Background: an optimization exercise with open tools, aiming at small area, a short achievable clock period and few clock cycles. Do not read the settings as production practice.
Function was checked by simulation only, so behaviour that the tests miss may differ from the original.
Power figures rest on the tool's default switching activity, not on a simulated workload.

==> flow/design.v <==
module tsc_fp_div (
    input  wire        clk,
    input  wire        start,
    input  wire [31:0] a,
    input  wire [31:0] b,
    output reg         busy,
    output reg         done,
    output reg  [31:0] y
);
    reg        sign;
    reg        zero;
    reg [9:0]  ediff;
    reg [24:0] rem;
    reg [23:0] divisor;
    reg [25:0] q;
    reg [4:0]  count;
    wire [24:0] trial = rem - {1'b0, divisor};
    wire        fits  = rem >= {1'b0, divisor};
    reg  [23:0] mant;
    reg         g, st, inc;
    reg  [9:0]  e;
    reg  [31:0] sum;
    always @* begin
        if (q[25]) begin
            mant = q[25:2];
            g    = q[1];
            st   = q[0] | (rem != 25'd0);
            e    = ediff + 10'd127;
        end else begin
            mant = q[24:1];
            g    = q[0];
            st   = (rem != 25'd0);
            e    = ediff + 10'd126;
        end
        inc = g & (st | mant[0]);
        sum = {e[8:0], mant[22:0]} + {31'd0, inc};
    end
    always @(posedge clk) begin
        done <= 1'b0;
        if (start) begin
            sign    <= a[31] ^ b[31];
            zero    <= (a[30:0] == 31'd0);
            ediff   <= {2'b00, a[30:23]} - {2'b00, b[30:23]};
            rem     <= {1'b0, 1'b1, a[22:0]};
            divisor <= {1'b1, b[22:0]};
            q       <= 26'd0;
            count   <= 5'd0;
            busy    <= 1'b1;
        end else if (busy) begin
            q   <= {q[24:0], fits};
            rem <= (fits ? trial : rem) << 1;
            if (count == 5'd25) begin
                busy <= 1'b0;
                done <= 1'b1;
            end
            count <= count + 5'd1;
        end
    end
    always @* begin
        if (zero) y = {sign, 31'd0};
        else      y = {sign, sum[30:0]};
    end
endmodule
module tsc_fp_mul (
    input  wire [31:0] a,
    input  wire [31:0] b,
    output reg  [31:0] y
);
    wire        sa = a[31];
    wire        sb = b[31];
    wire [7:0]  xa = a[30:23];
    wire [7:0]  xb = b[30:23];
    wire [23:0] ma = {xa != 8'd0, a[22:0]};
    wire [23:0] mb = {xb != 8'd0, b[22:0]};
    wire [9:0]  ea = (xa == 8'd0) ? 10'd1 : {2'b00, xa};
    wire [9:0]  eb = (xb == 8'd0) ? 10'd1 : {2'b00, xb};
    wire [47:0] prod = ma * mb;
    wire        sign = sa ^ sb;
    reg  [5:0]  lz;
    reg  [47:0] pn;
    reg  signed [11:0] eres;
    reg  [6:0]  sh;
    reg  [95:0] wide;
    reg  [23:0] mant;
    reg         g, st, inc;
    reg  [8:0]  expf;
    reg  [31:0] sum;
    integer     i;
    always @* begin
        lz = 6'd0;
        for (i = 0; i < 48; i = i + 1)
            if (prod[i]) lz = 6'd47 - i[5:0];
        pn   = prod << lz;
        eres = $signed({2'b00, ea}) + $signed({2'b00, eb}) - 12'sd126 - $signed({6'd0, lz});
        wide = 96'd0;
        sh   = 7'd0;
        if (eres >= 12'sd1) begin
            mant = pn[47:24];
            g    = pn[23];
            st   = |pn[22:0];
            expf = (eres > 12'sd255) ? 9'd255 : eres[8:0];
        end else begin
            if (eres < -12'sd60) sh = 7'd61;
            else                 sh = 7'd1 - eres[6:0];
            wide = {pn, 48'd0} >> sh;
            mant = wide[95:72];
            g    = wide[71];
            st   = |wide[70:0];
            expf = 9'd0;
        end
        inc = g & (st | mant[0]);
        sum = {expf, mant[22:0]} + {31'd0, inc};
        if (prod == 48'd0)
            y = {sign, 31'd0};
        else if (sum[31:23] >= 9'd255)
            y = {sign, 8'hFF, 23'd0};
        else
            y = {sign, sum[30:0]};
    end
endmodule
module tsc_fp_add (
    input  wire [31:0] a,
    input  wire [31:0] b,
    output reg  [31:0] y
);
    wire        swap  = b[30:0] > a[30:0];
    wire [31:0] big   = swap ? b : a;
    wire [31:0] lesser = swap ? a : b;
    wire        sub   = big[31] ^ lesser[31];
    wire [7:0]  xb = big[30:23];
    wire [7:0]  xs = lesser[30:23];
    wire [23:0] mbig   = {xb != 8'd0, big[22:0]};
    wire [23:0] mlesser = {xs != 8'd0, lesser[22:0]};
    wire [8:0]  eb = (xb == 8'd0) ? 9'd1 : {1'b0, xb};
    wire [8:0]  es = (xs == 8'd0) ? 9'd1 : {1'b0, xs};
    wire [8:0]  d  = eb - es;
    reg  [27:0] opa, opb, shifted, s;
    reg         lost;
    reg  [4:0]  lz;
    reg  [8:0]  e, nsh;
    reg  [23:0] mant;
    reg         g, r, st, inc;
    reg  [8:0]  expf;
    reg  [31:0] sum;
    integer     i;
    always @* begin
        opa = {1'b0, mbig, 3'b000};
        opb = {1'b0, mlesser, 3'b000};
        if (d >= 9'd28) begin
            shifted = 28'd0;
            lost    = |mlesser;
        end else begin
            shifted = opb >> d;
            lost    = |(opb & ~(28'hFFFFFFF << d));
        end
        shifted[0] = shifted[0] | lost;
        s = sub ? (opa - shifted) : (opa + shifted);
        e = eb;
        nsh = 9'd0;
        lz = 5'd0;
        if (s[27]) begin
            s = {1'b0, s[27:2], s[1] | s[0]};
            e = e + 9'd1;
        end else begin
            lz = 5'd27;
            for (i = 0; i < 27; i = i + 1)
                if (s[i]) lz = 5'd26 - i[4:0];
            nsh = ({4'd0, lz} < e - 9'd1) ? {4'd0, lz} : e - 9'd1;
            s = s << nsh;
            e = e - nsh;
        end
        mant = s[26:3];
        g    = s[2];
        r    = s[1];
        st   = s[0];
        inc  = g & (r | st | mant[0]);
        expf = s[26] ? e : 9'd0;
        sum  = {expf, mant[22:0]} + {31'd0, inc};
        if (s == 28'd0)
            y = {big[31] & lesser[31], 31'd0};
        else if (sum[31:23] >= 9'd255)
            y = {big[31], 8'hFF, 23'd0};
        else
            y = {big[31], sum[30:0]};
    end
endmodule
module tsc2046_cfp (
    input  wire        clk,
    input  wire        rst,
    input  wire        cmd_valid,
    output wire        cmd_ready,
    input  wire [31:0] cmd,
    input  wire [31:0] din0,
    input  wire [31:0] din1,
    input  wire [31:0] din2,
    input  wire [31:0] din3,
    output reg         done,
    output reg  [7:0]  status,
    output reg  [31:0] dout0,
    output reg  [31:0] dout1,
    output reg  [31:0] dout2,
    output reg  [31:0] dout3,
    output reg         bus_cs,
    output reg         bus_req,
    output reg  [7:0]  bus_cb,
    output reg         bus_mode,
    input  wire        bus_rsp,
    input  wire        bus_err,
    input  wire [31:0] bus_rdata
);
    localparam [7:0] ST_OK         = 8'h00;
    localparam [7:0] ST_ILLEGAL    = 8'h01;
    localparam [7:0] ST_NOT_CONFIG = 8'h02;
    localparam [7:0] ST_LOCKED     = 8'h03;
    localparam [7:0] ST_CFG_ERR    = 8'h04;
    localparam [7:0] ST_BUS_ERR    = 8'h05;
    localparam [2:0] OP_CONFIG   = 3'd1;
    localparam [2:0] OP_ENCODE   = 3'd2;
    localparam [2:0] OP_DECODE12 = 3'd3;
    localparam [2:0] OP_DECODE8  = 3'd4;
    localparam [2:0] OP_EXCHANGE = 3'd5;
    localparam [2:0] OP_SAMPLE   = 3'd6;
    localparam [2:0] OP_EVALUATE = 3'd7;
    localparam [3:0] S_IDLE   = 4'd0;
    localparam [3:0] S_EXEC   = 4'd1;
    localparam [3:0] S_XREQ   = 4'd2;
    localparam [3:0] S_XWAIT  = 4'd3;
    localparam [3:0] S_XDESEL = 4'd4;
    localparam [3:0] S_MEAN   = 4'd5;
    localparam [3:0] S_EVDIV  = 4'd6;
    localparam [3:0] S_EVMUL1 = 4'd7;
    localparam [3:0] S_EVMUL2 = 4'd8;
    localparam [3:0] S_EVFIN  = 4'd9;
    reg [3:0] state;
    assign cmd_ready = (state == S_IDLE);
    reg [31:0] cmd_r, din0_r, din1_r, din2_r, din3_r;
    reg [31:0] cfg_rx, cfg_ceil;
    reg [7:0]  cfg_avg;
    reg        cfg_settle_mode;
    reg [4:0]  cfg_settle_mask;
    reg        cfg_gating;
    reg        configured;
    wire [2:0] op   = cmd_r[2:0];
    wire [2:0] ch   = cmd_r[5:3];
    wire       mode = cmd_r[6];
    wire       rref = cmd_r[7];
    wire [1:0] pd   = cmd_r[9:8];
    wire [7:0] n    = cmd_r[17:10];
    reg cmd_legal;
    always @* begin
        cmd_legal = 1'b0;
        if (cmd_r[31:18] == 14'd0) begin
            case (op)
                OP_CONFIG, OP_DECODE12, OP_DECODE8, OP_EVALUATE:
                    cmd_legal = (cmd_r[17:3] == 15'd0);
                OP_ENCODE, OP_EXCHANGE:
                    cmd_legal = (cmd_r[17:10] == 8'd0) && (ch <= 3'd4);
                OP_SAMPLE:
                    cmd_legal = (ch <= 3'd4);
                default:
                    cmd_legal = 1'b0;
            endcase
        end
    end
    reg din_legal;
    always @* begin
        case (op)
            OP_CONFIG:   din_legal = (din2_r[31:15] == 17'd0);
            OP_DECODE12: din_legal = (din0_r[31:8] == 24'd0) && (din1_r[31:8] == 24'd0);
            OP_DECODE8:  din_legal = (din0_r[31:8] == 24'd0);
            OP_EVALUATE: din_legal = (din0_r[31:12] == 20'd0) && (din1_r[31:12] == 20'd0) &&
                                     (din2_r[31:12] == 20'd0) && (din3_r[31:12] == 20'd0);
            default:     din_legal = 1'b1;
        endcase
    end
    reg [2:0] chan_code;
    always @* begin
        case (ch)
            3'd0:    chan_code = 3'b001;    
            3'd1:    chan_code = 3'b101;    
            3'd2:    chan_code = 3'b011;    
            3'd3:    chan_code = 3'b100;    
            default: chan_code = 3'b110;    
        endcase
    end
    wire [7:0] ctrl_byte = {1'b1, chan_code, mode, rref, pd};
    wire rx_valid   = (din0_r[30:23] != 8'hFF) && !din0_r[31] && (din0_r[30:0] != 31'd0);
    wire ceil_valid = (din1_r[30:23] != 8'hFF) && (!din1_r[31] || din1_r[30:0] == 31'd0);
    reg [19:0] acc;
    reg [8:0]  cnt;
    reg [8:0]  left;        
    reg        dummy;       
    reg [11:0] xsample;     
    reg        xerr;
    reg [31:0] xerr_code;
    wire [11:0] rsp_sample = mode ? {4'd0, bus_rdata[7:0]} : bus_rdata[14:3];
    reg [19:0] mnum;
    reg [8:0]  mrem;
    reg [4:0]  mcount;
    wire [8:0] mrem_sh = {mrem[7:0], mnum[19]};
    wire       mfits   = mrem_sh >= {1'b0, n};
    wire [11:0] raw_x  = din0_r[11:0];
    wire [11:0] raw_y  = din1_r[11:0];
    wire [11:0] raw_z1 = din2_r[11:0];
    wire [11:0] raw_z2 = din3_r[11:0];
    wire [31:0] f_x, f_z1, f_z2;
    tsc_int_to_fp u_cvt_x  (.i(raw_x),  .y(f_x));
    tsc_int_to_fp u_cvt_z1 (.i(raw_z1), .y(f_z1));
    tsc_int_to_fp u_cvt_z2 (.i(raw_z2), .y(f_z2));
    reg         div_start;
    wire        div1_busy, div1_done, div2_busy, div2_done;
    wire [31:0] t1, t3;
    reg         div1_fin, div2_fin;
    tsc_fp_div u_div1 (.clk(clk), .start(div_start), .a(f_x), .b(32'h457FF000),
                       .busy(div1_busy), .done(div1_done), .y(t1));
    tsc_fp_div u_div2 (.clk(clk), .start(div_start), .a(f_z2), .b(f_z1),
                       .busy(div2_busy), .done(div2_done), .y(t3));
    reg  [31:0] t1_r, t3_r, t2_r, t4_r, p_r;
    wire [31:0] t2, t4, p;
    tsc_fp_mul u_mul1 (.a(t1_r), .b(cfg_rx), .y(t2));
    tsc_fp_add u_sub  (.a(t3_r), .b(32'hBF800000), .y(t4));
    tsc_fp_mul u_mul2 (.a(t2_r), .b(t4_r), .y(p));
    wire p_neg = p_r[31] && (p_r[30:0] != 31'd0);
    wire p_gt  = p_r[30:0] > cfg_ceil[30:0];
    always @(posedge clk) begin
        done      <= 1'b0;
        bus_req   <= 1'b0;
        div_start <= 1'b0;
        if (rst) begin
            state           <= S_IDLE;
            status          <= ST_OK;
            dout0           <= 32'd0;
            dout1           <= 32'd0;
            dout2           <= 32'd0;
            dout3           <= 32'd0;
            bus_cs          <= 1'b0;
            cfg_rx          <= 32'd0;
            cfg_ceil        <= 32'd0;
            cfg_avg         <= 8'd0;
            cfg_settle_mode <= 1'b1;
            cfg_settle_mask <= 5'b01111;
            cfg_gating      <= 1'b0;
            configured      <= 1'b0;
        end else begin
            case (state)
                S_IDLE: begin
                    if (cmd_valid) begin
                        cmd_r  <= cmd;
                        din0_r <= din0;
                        din1_r <= din1;
                        din2_r <= din2;
                        din3_r <= din3;
                        state  <= S_EXEC;
                    end
                end
                S_EXEC: begin
                    state  <= S_IDLE;
                    done   <= 1'b1;
                    status <= ST_OK;
                    dout0  <= 32'd0;
                    dout1  <= 32'd0;
                    dout2  <= 32'd0;
                    dout3  <= 32'd0;
                    if (!cmd_legal || !din_legal) begin
                        status <= ST_ILLEGAL;
                    end else begin
                        case (op)
                            OP_CONFIG: begin
                                if (configured)
                                    status <= ST_LOCKED;
                                else if (!rx_valid) begin
                                    status <= ST_CFG_ERR;
                                    dout0  <= 32'd1;
                                end else if (din2_r[7:0] == 8'd0) begin
                                    status <= ST_CFG_ERR;
                                    dout0  <= 32'd2;
                                end else if (!ceil_valid) begin
                                    status <= ST_CFG_ERR;
                                    dout0  <= 32'd3;
                                end else begin
                                    cfg_rx          <= din0_r;
                                    cfg_ceil        <= din1_r;
                                    cfg_avg         <= din2_r[7:0];
                                    cfg_settle_mode <= din2_r[8];
                                    cfg_settle_mask <= din2_r[13:9];
                                    cfg_gating      <= din2_r[14];
                                    configured      <= 1'b1;
                                end
                            end
                            OP_ENCODE:
                                dout0 <= {24'd0, ctrl_byte};
                            OP_DECODE12:
                                dout0 <= {20'd0, din0_r[6:0], din1_r[7:3]};
                            OP_DECODE8:
                                dout0 <= {24'd0, din0_r[7:0]};
                            OP_EXCHANGE: begin
                                done     <= 1'b0;
                                state    <= S_XREQ;
                                bus_cs   <= 1'b1;
                                bus_req  <= 1'b1;
                                bus_cb   <= ctrl_byte;
                                bus_mode <= mode;
                                dummy    <= 1'b0;
                                left     <= 9'd1;
                                acc      <= 20'd0;
                                cnt      <= 9'd0;
                            end
                            OP_SAMPLE: begin
                                if (!configured)
                                    status <= ST_NOT_CONFIG;
                                else if (n == 8'd0) begin
                                    status <= ST_CFG_ERR;
                                    dout0  <= 32'd2;
                                end else begin
                                    done     <= 1'b0;
                                    state    <= S_XREQ;
                                    bus_cs   <= 1'b1;
                                    bus_req  <= 1'b1;
                                    bus_cb   <= ctrl_byte;
                                    bus_mode <= mode;
                                    dummy    <= cfg_settle_mode & cfg_settle_mask[ch];
                                    left     <= {1'b0, n};
                                    acc      <= 20'd0;
                                    cnt      <= 9'd0;
                                end
                            end
                            default: begin  
                                if (!configured)
                                    status <= ST_NOT_CONFIG;
                                else if (raw_z1 != 12'd0) begin
                                    done      <= 1'b0;
                                    state     <= S_EVDIV;
                                    div_start <= 1'b1;
                                    div1_fin  <= 1'b0;
                                    div2_fin  <= 1'b0;
                                end
                            end
                        endcase
                    end
                end
                S_XREQ: begin
                    state <= S_XWAIT;
                end
                S_XWAIT: begin
                    if (bus_rsp) begin
                        bus_cs    <= 1'b0;
                        state     <= S_XDESEL;
                        xerr      <= bus_err;
                        xerr_code <= bus_rdata;
                        xsample   <= rsp_sample;
                        cnt       <= cnt + 9'd1;
                        if (!bus_err && !dummy) begin
                            acc  <= acc + {8'd0, rsp_sample};
                            left <= left - 9'd1;
                        end
                        dummy <= 1'b0;
                    end
                end
                S_XDESEL: begin
                    if (xerr) begin
                        state  <= S_IDLE;
                        done   <= 1'b1;
                        status <= ST_BUS_ERR;
                        dout0  <= xerr_code;
                    end else if (op == OP_EXCHANGE) begin
                        state  <= S_IDLE;
                        done   <= 1'b1;
                        dout0  <= {20'd0, xsample};
                        dout1  <= {24'd0, bus_cb};
                    end else if (left != 9'd0) begin
                        state   <= S_XREQ;
                        bus_cs  <= 1'b1;
                        bus_req <= 1'b1;
                    end else begin
                        state  <= S_MEAN;
                        mnum   <= acc + {13'd0, n[7:1]};
                        mrem   <= 9'd0;
                        mcount <= 5'd0;
                    end
                end
                S_MEAN: begin
                    mrem   <= mfits ? (mrem_sh - {1'b0, n}) : mrem_sh;
                    mnum   <= {mnum[18:0], mfits};
                    mcount <= mcount + 5'd1;
                    if (mcount == 5'd19) begin
                        state <= S_IDLE;
                        done  <= 1'b1;
                        dout0 <= {12'd0, mnum[18:0], mfits};
                        dout1 <= {23'd0, cnt};
                        dout2 <= {12'd0, acc};
                    end
                end
                S_EVDIV: begin
                    if (div1_done) begin
                        div1_fin <= 1'b1;
                        t1_r     <= t1;
                    end
                    if (div2_done) begin
                        div2_fin <= 1'b1;
                        t3_r     <= t3;
                    end
                    if ((div1_fin || div1_done) && (div2_fin || div2_done))
                        state <= S_EVMUL1;
                end
                S_EVMUL1: begin
                    t2_r  <= t2;
                    t4_r  <= t4;
                    state <= S_EVMUL2;
                end
                S_EVMUL2: begin
                    p_r   <= p;
                    state <= S_EVFIN;
                end
                S_EVFIN: begin
                    state <= S_IDLE;
                    done  <= 1'b1;
                    if (p_neg || p_gt) begin
                        dout0 <= 32'd0;
                        dout1 <= 32'd0;
                        dout2 <= 32'd0;
                        dout3 <= 32'd0;
                    end else begin
                        dout0 <= 32'd1;
                        dout1 <= {20'd0, raw_x};
                        dout2 <= {20'd0, raw_y};
                        dout3 <= {1'b0, p_r[30:0]};
                    end
                end
                default: state <= S_IDLE;
            endcase
        end
    end
endmodule
module tsc_int_to_fp (
    input  wire [11:0] i,
    output reg  [31:0] y
);
    reg [3:0]  lz;
    reg [11:0] norm;
    integer    k;
    always @* begin
        lz = 4'd0;
        for (k = 0; k < 12; k = k + 1)
            if (i[k]) lz = 4'd11 - k[3:0];
        norm = i << lz;
        if (i == 12'd0)
            y = 32'd0;
        else
            y = {1'b0, 8'd127 + 8'd11 - {4'd0, lz}, norm[10:0], 12'd0};
    end
endmodule
==> flow/run.sh <==
#!/bin/bash
# synth_recipe.tcl (not shown) runs the flow's synth.tcl, then flattens the netlist and writes it again
# the make line also repeats each setting of config.mk as NAME=value (left out here)
make -C /OpenROAD-flow-scripts/flow DESIGN_CONFIG=/design/flow/config.mk WORK_HOME=/design/flow/orfs CLKGATE_MAP_FILE= SYNTH_SCRIPT=/design/flow/synth_recipe.tcl finish
==> flow/config.mk <==
export PLATFORM = sky130hd
export DESIGN_NAME = tsc2046_cfp
export DESIGN_NICKNAME = tsc2046_cfp
export VERILOG_FILES = /design/flow/design.v
export SDC_FILE = /design/flow/constraint.sdc
export NUM_CORES = 4
export LEC_CHECK = 0
export CAP_MARGIN = 20
export CORE_MARGIN = 2
export CORE_UTILIZATION = 40
export SLEW_MARGIN = 20
==> flow/constraint.sdc <==
create_clock -name core_clock -period 18.0 [get_ports {clk}]
set_input_delay 3.6000 -clock core_clock [delete_from_list [all_inputs] [get_ports {clk}]]
set_output_delay 3.6000 -clock core_clock [all_outputs]
set_load 0.01 [all_outputs]
==> impl_metrics.tcl <==
set metrics [dict create \
    status "no timing/DRC/antenna violations" \
    setup_viol 0 \
    vdd_ir_drop_max_v 0.00008367 \
    antenna_found_initial 8 \
    grtUsageTotal_pct 28.13 \
    synth_top_area_share_pct 18.89 \
    tightest_slew_ns 1.317 \
    ys.flop_type "edfxtp_1" \
    synth_compound_area_share_pct 19.52 \
    p_seq_share_pct 45.2 \
    finish.net_count 14120 \
    worstPathRequired_ns 18.45 \
    layout_worst_path_cycle_share_pct 94.34 \
    cts_tree "yes" \
    clk_latency_ns 0.74 \
    intPower_mw 3.357 \
    area_growth_pct 8.532 \
    max_freq_mhz 58.89 \
    vias 95630 \
    grt_max_degree 146 \
    rrSetupSlack_ns 1.02 \
    cpLargestDelayFamily "adder cells" \
    dp_hpwl_mm 295.9 \
    postCtsSetupRepairBufs 0 \
    io_buffer_count 306 \
    grt_pass1_wl_mm 579.5 \
    yosys-top-cells-count "1,684 x nand2_1, 1,246 x inv_1, 979 x nor2_1" \
    p_leak_nw 45.34 \
    worstPathArrival_ns 17.43 \
    drt_first_pass_iters 7 \
    postSynthCellCount 12560 \
    power_density_mw_per_mm2 42.24 \
    rows 186 \
    rsz0062_at_grt "no" \
    worst-path-max-fanout 25 \
    yosysSeqAreaShare_pct 19.15 \
    routed_wl_mm 378.9 \
    drtAntennaViolNets 0 \
    worstSetupEndpointType "flip-flop" \
    power.switching_mw 1.379 \
    grt_pass1_vias 93780 \
    cts.path.max_buffers 3 \
    slowest_stage "edfxtp_1" \
    cp_num_buf_inv 11 \
    drt_iter0_markers 9835 \
    synthTopCellsByArea "fa_1 19%, edfxtp_1 14%, ha_1 6.5%, nand2_1 6.1%, dfxtp_1 4.8%" \
    start_kind "flip-flop" \
    comb_power_share_pct 17.4 \
    htreeDepth 3 \
    ys_types 145 \
    grt-ovfl-total 0 \
    clkSlewWorstSetupHoldPaths_ns 0.06 \
    cts_sinks 741 \
    ctsHoldBuffers 0 \
    fin_setup_tns_ns 0 \
    wl_per_cell_um 23.87 \
    slew-limit-headroom_pct 12.22 \
    root_buffer "clkbuf_16" \
    core_mm2 0.2569 \
    critPathMostFrequentCell "fa_1" \
    syn-mean-instance-area_um2 8.224 \
    syn_area_mm2 0.1033 \
    synthAdderAreaFrac_pct 25.42 \
    synth_top_area_cell "fa_1" \
    viasPerCell 6.024 \
    synth_warnings 5 \
    finalMaxSlewViolations 0 \
    final-hold-violation-count 0 \
    sw_frac_of_total_pct 29.12 \
    synth_enable_flop_cells 495 \
    floorplan.initialDensity_pct 40.21 \
    synthArstFlopShare_pct 0 \
    drive_gt1_share_pct 5.559 \
    post-route-drc-count 0 \
    die_area_mm2 0.2624 \
    yosys_register_bits 741 \
    min_period_ns 16.98 \
    pin_count 346 \
    die_h_um 512.2 \
    synth-simple-area-share_pct 21.73 \
    dpl.cell_count 15710 \
    instances_no_fill 15870 \
    hold_path.class "flip-flop to flip-flop" \
    synth.area.mux_share_pct 3.080 \
    slowest_delay_ns 1.04 \
    synth_top_family_by_area "adder cells" \
    yosys.cell_count.top_type "nand2_1" \
    place_congestion 1.024 \
    cts-buffers-inserted 84 \
    synth_xor_area_share_pct 3.041 \
    die_x_um 512.2 \
    drv_cap 0 \
    worstSetupPathType "flip-flop to flip-flop" \
    cts_resized 0 \
    p_clk_share_pct 37.4 \
    clock-skew-final_ns 0.06985 \
]
-- routing by layer --
layer  global-route usage [%]  vias up  wire [um]
met1                    37.91    46670     160600
li1                         -    43580          -
met4                    10.29        8      15640
met3                    5.242      866      32400
met2                    44.82     4508     170300
met5                        0        -         51
-- stage by stage --
step / cell area [um2] / hold WS, ns / setup WS [ns] / util, % / power, mW
2_1_floorplan: 103500 / 0.4002 / 1.486 / - / 2.782
3_3_place_gp: 109200 / 0.4301 / 1.568 / 42.51 / 2.990
3_5_place_dp: 109200 / 0.4353 / 1.371 / 42.51 / 2.999
4_1_cts: 112100 / 0.4454 / 1.331 / 43.62 / 4.776
5_1_grt: 112100 / 0.4524 / 0.07930 / 43.64 / 4.967
6_report: 112100 / 0.4509 / 1.019 / 43.65 / 4.737
-- sequential cells by signal (all words and copies together), names as in the netlist, 20 cells and up --
signal	flops
acc	20
cfg_ceil	31
cfg_rx	32
cmd_r	32
din0_r	32
din1_r	32
din2_r	32
din3_r	32
dout0	32
dout2	20
dout3	31
mnum	20
p_r	32
t1_r	31
t2_r	32
t3_r	31
t4_r	32
u_div1.q	26
u_div2.q	26
xerr_code	32
-- power by group through the flow --
stage | Clock, mW | Combinational [mW] | Sequential [mW]
floorplan | 0 | 0.685 | 2.10
global placement | 0 | 0.816 | 2.17
detailed placement | 0 | 0.825 | 2.17
CTS | 1.81 | 0.829 | 2.14
global route | 1.87 | 0.932 | 2.16
finish | 1.77 | 0.826 | 2.14
-- layout by cell type (no fill, tap or decap), types with 220 or more instances in the layout --
cell	count
edfxtp_1	495
nor2_1	967
fa_1	974
nand3_1	293
buf_4	239
nand2_1	1683
a211oi_1	220
a21oi_1	643
clkdlybuf4s50_1	305
inv_1	1246
nor3_1	317
and2_1	510
dfxtp_1	236
ha_1	539
o21ai_0	455
-- worst reg2reg max path, delay by kind of cell, from the launching register on --
| family | cells | cell delay [ns] |
|---|---|---|
| fa+ha+maj | 12 | 4.91 |
| compound gates | 18 | 4.89 |
| simple gates | 15 | 4.50 |
| buf+inv | 11 | 1.40 |
| flops | 1 | 1.04 |
-- area by class of cell --
class                           count  area [um2]
Fill cell                       25960      144800
Multi-Input combinational cell   9778       75580
Sequential cell                   741       19800
Timing Repair Buffer              550        4933
Inverter                         1258        4722
Tap cell                         3384        4234
Clock buffer                      113        2282
Clock inverter                     44       570.5
Antenna cell                        6       15.01
-- kinds of logic (layout without fill, tap and decap cells) --
logic type / after synthesis / after routing
AO/OA/AOI/OAI: 2909 / 2909
XOR/XNOR: 354 / 354
adder cells (fa/ha/maj): 1514 / 1514
buffers and inverters: 2083 / 1965
flip-flops: 741 / 741
multiplexers: 283 / 283
other: 2 / 47
AND/OR/NAND/NOR: 4677 / 4677
-- final timing paths --
| path | startpoint | endpoint | depth (start not counted) |
|---|---|---|---|
| setup / recovery | t2_r[11] | p_r[9] | 56 |
| hold / removal | cfg_ceil[12] | cfg_ceil[12] | 2 |
| setup reg to reg | t2_r[11] | p_r[9] | 56 |
| hold reg to reg | cfg_ceil[12] | cfg_ceil[12] | 2 |
Testbench counts, summed over its fixed seeds: cycles 20,591.

re-timing with driven ports:
In the flow no input, the clock included, has a driving cell. The finished layout below was timed again as built, in two steps. Step 1 assumes that a clkbuf_16 drives the clock port and a buf_2 every other input. Step 2, shift: input delay + t, output delay - t, t = (earliest + latest rising clock arrival at the registers) / 2. This alone moves slack from input paths to output paths. Three values: ideal, step 1, step 2; two values: the first two.
t (ns): 0.788
slack for setup (ns): 1.019 / 1.019 / 1.019
worst setup path after step 2: register to register
latest minus earliest clock arrival (ns): 0.079 / 0.079
After both steps setup and hold are still met in this run. The setup slack of this run moves by 0.000 ns with the drivers and by 0.000 ns with both steps.
